This design comes from an exercise in tuning for a short achievable clock period and few clock cycles on the open sky130 flow, not from production work.
Only simulation tests tie the RTL to the original design; equivalence was not proved.
Power and IR drop assume default switching activity.

Setup of lane 4:
==> flow/design.v (excerpt) <==
module e20_core (
    input  wire        clk,
    input  wire        rst,          
    output reg         mem_req,
    output reg         mem_we,
    output reg  [12:0] mem_addr,
    output reg  [15:0] mem_wdata,
    input  wire        mem_gnt,
    input  wire        mem_rvalid,
    input  wire [15:0] mem_rdata,
    output reg         halted
);
==> flow/config.mk <==
export PLATFORM = sky130hd
export DESIGN_NAME = e20_core
export DESIGN_NICKNAME = e20_core
export VERILOG_FILES = /design/flow/design.v
export SDC_FILE = /design/flow/constraint.sdc
export NUM_CORES = 4
export LEC_CHECK = 0
export ABC_CLOCK_PERIOD_IN_PS = 3000
export CAP_MARGIN = 20
export CORE_MARGIN = 2
export CORE_UTILIZATION = 30
export PLACE_DENSITY = 0.5
export SETUP_SLACK_MARGIN = 5
export SLEW_MARGIN = 20
==> flow/constraint.sdc <==
create_clock -name core_clock -period 8.0 [get_ports {clk}]
set_input_delay 1.6000 -clock core_clock [delete_from_list [all_inputs] [get_ports {clk}]]
set_output_delay 1.6000 -clock core_clock [all_outputs]
set_load 0.01 [all_outputs]
run.sh (not shown) runs the stock make flow with config.mk's settings and CLKGATE_MAP_FILE= SYNTH_SCRIPT=/design/flow/synth_recipe.tcl, a recipe that flattens the netlist after the stock synthesis.
Testbench counts of lane 4, summed over its fixed seeds: cycles 271,636.
## Diff of input files: lane 2 against lane 4
--- a/flow/design.v
+++ b/flow/design.v
@@ -27,12 +27,14 @@
     wire fetch_acc = mem_req & mem_gnt & ~m_data;
     reg [3:0]       nf;
     reg             nf_hi;        
     reg [FN-1:0]    f_ld;         
     reg [FN-1:0]    f_ok;         
     reg [13*FN-1:0] f_pc;         
+    reg [13*FN-1:0] f_npc;        
+    reg             nf_nz;        
     reg [3*FN-1:0]  f_dst;        
     reg [FN-1:0]    f_bp;         
     reg [13*FN-1:0] f_bt;         
     reg [BN-1:0]    b_v;
     reg [13*BN-1:0] b_pc;
     reg [13*BN-1:0] b_tgt;
@@ -67,22 +69,22 @@
             default: rf_rd = 16'd0;
         endcase
     endfunction
     function [7:1] rbit(input [2:0] r);
         rbit = (8'd1 << r) >> 1;
     endfunction
-    wire        arr       = mem_rvalid & (nf != 4'd0);
+    wire        arr       = mem_rvalid & nf_nz;
     wire        arr_load  = arr & f_ld[0];
     wire        arr_fetch = arr & ~f_ld[0] & f_ok[0];
     wire [12:0] arr_pc    = f_pc[12:0];
     wire [2:0]  arr_dst   = f_dst[2:0];
     wire        arr_bp    = f_bp[0];
     wire [12:0] arr_bt    = f_bt[12:0];
     wire [15:0] w         = mem_rdata;
     wire [2:0]  w_op      = w[15:13];
-    wire [12:0] w_npc     = arr_pc + 13'd1;
+    wire [12:0] w_npc     = f_npc[12:0];
     wire [12:0] w_btgt    = w_npc + {{6{w[6]}}, w[6:0]};
     wire        w_rrr     = (w_op == OP_RRR);
     wire        w_jeqb    = (w_op == OP_JEQ) && w[6];
     wire        w_jr7     = w_rrr && (w[3:0] == 4'b1000) && (w[12:10] == 3'd7);
     wire        w_jump    = (w_op == OP_J) || (w_op == OP_JAL);
     wire        w_red     = w_jump || w_jeqb || w_jr7;
@@ -222,12 +224,13 @@
             fpc      <= 13'd0;
             halted   <= 1'b0;
             st_new   <= 1'b0;
             smc_q    <= 1'b0;
             nf       <= 4'd0;
             nf_hi    <= 1'b0;
+            nf_nz    <= 1'b0;
             nq       <= 4'd0;
             qh       <= 3'd0;
             qtl      <= 3'd0;
             rv       <= 1'b0;
             q_v      <= {QN{1'b0}};
             x_valid  <= 1'b0;
@@ -267,36 +270,40 @@
                 b_ret[b_ptr]          <= w_jr7;
                 b_call[b_ptr]         <= (w_op == OP_JAL);
                 b_ptr                 <= b_ptr + 3'd1;
             end
             nf    <= nf_n;
             nf_hi <= (nf_n > 4'd4);
+            nf_nz <= (nf_n != 4'd0);
             for (i = 0; i < FN; i = i + 1) begin
                 if (arr) begin
                     if (i + 1 < FN && i + 1 < nf) begin
                         f_ld[i]            <= f_ld[i+1];
                         f_ok[i]            <= f_ok[i+1] & ~(flush | d_red);
                         f_pc[i*13 +: 13]   <= f_pc[(i+1)*13 +: 13];
+                        f_npc[i*13 +: 13]  <= f_npc[(i+1)*13 +: 13];
                         f_dst[i*3 +: 3]    <= f_dst[(i+1)*3 +: 3];
                         f_bp[i]            <= f_bp[i+1];
                         f_bt[i*13 +: 13]   <= f_bt[(i+1)*13 +: 13];
                     end else if (rd_acc && i + 1 == nf) begin
                         f_ld[i]            <= m_data;
                         f_ok[i]            <= ~(flush | d_red);
                         f_pc[i*13 +: 13]   <= mem_addr;
+                        f_npc[i*13 +: 13]  <= mem_addr + 13'd1;
                         f_dst[i*3 +: 3]    <= m_ldst;
                         f_bp[i]            <= bt_use;
                         f_bt[i*13 +: 13]   <= bt_tgt;
                     end
                 end else begin
                     if (i < nf) begin
                         f_ok[i]            <= f_ok[i] & ~(flush | d_red);
                     end else if (rd_acc && i == nf) begin
                         f_ld[i]            <= m_data;
                         f_ok[i]            <= ~(flush | d_red);
                         f_pc[i*13 +: 13]   <= mem_addr;
+                        f_npc[i*13 +: 13]  <= mem_addr + 13'd1;
                         f_dst[i*3 +: 3]    <= m_ldst;
                         f_bp[i]            <= bt_use;
                         f_bt[i*13 +: 13]   <= bt_tgt;
                     end
                 end
             end
### Flow results
- Lane 2 ran to completion and came out clean on the timing, DRC and antenna checks.
- Re share of total power in the clock network: lane 4 was lower than lane 2.
- NOTE: upper clock frequency limit in lane 2 falls short of that of lane 4
- Diff lane 4 -> lane 2 | amount of wire on met3 after detailed routing | increase of 6700 microns
- Compared to lane 4, lane 2 leaves more free space in the core.
- After detailed routing, lane 4 needs less wire than lane 2.
- Number of gates on the worst path with buffers counted (lane 2 over lane 4): decrease, 4
- Mux contribution to synthesized area is higher on lane 4
- Synthesized cell count came out higher on lane 2 than on lane 4.
- Looking only at final cycle utilization of the critical path, and setting everything else aside, the lower value of lane 4 and lane 2 goes to lane 4.
- Summary of lane 2 over lane 4: count of state elements after synthesis shows an increase of 105, design area rose by about 3.7%, starting density of the core barely changed.
Testbench counts of lane 2, summed over its fixed seeds: cycles 271,636.

[what the ideal ports hide]
How much do the figures lean on ideal ports? The routed layouts below were timed once more, with nothing changed but the port constraints.
Step 1 (the two cells are an assumption about what drives the block):
set clk [get_ports {clk}]
set_driving_cell -lib_cell sky130_fd_sc_hd__clkbuf_16 $clk
set_driving_cell -lib_cell sky130_fd_sc_hd__buf_2 [delete_from_list [all_inputs] $clk]
Step 2 adds t to the input delays and takes it off the output delays; t is the mean of the earliest and latest rising clock arrival at the registers after step 1. Input paths then give back, and output paths get back, about the clock's delay inside the block.
Slacks: ideal ports / drivers / drivers and shift; pairs: ideal ports / drivers.
run	t (ns)	slack for setup (ns)	latest minus earliest clock arrival (ns)	worst register clock-pin slew, ns	worst slew at a driven data input, ns
lane 4	0.918	4.366 / 4.393 / 3.475	0.055 / 0.055	0.07 / 0.07	0.10
lane 2	0.924	4.252 / 4.122 / 3.197	0.048 / 0.047	0.07 / 0.07	0.23
After both steps setup and hold are still met in every run listed. For lane 2, which loses most, drivers alone change the setup slack by -0.130 ns; drivers and shift together by -1.055 ns.
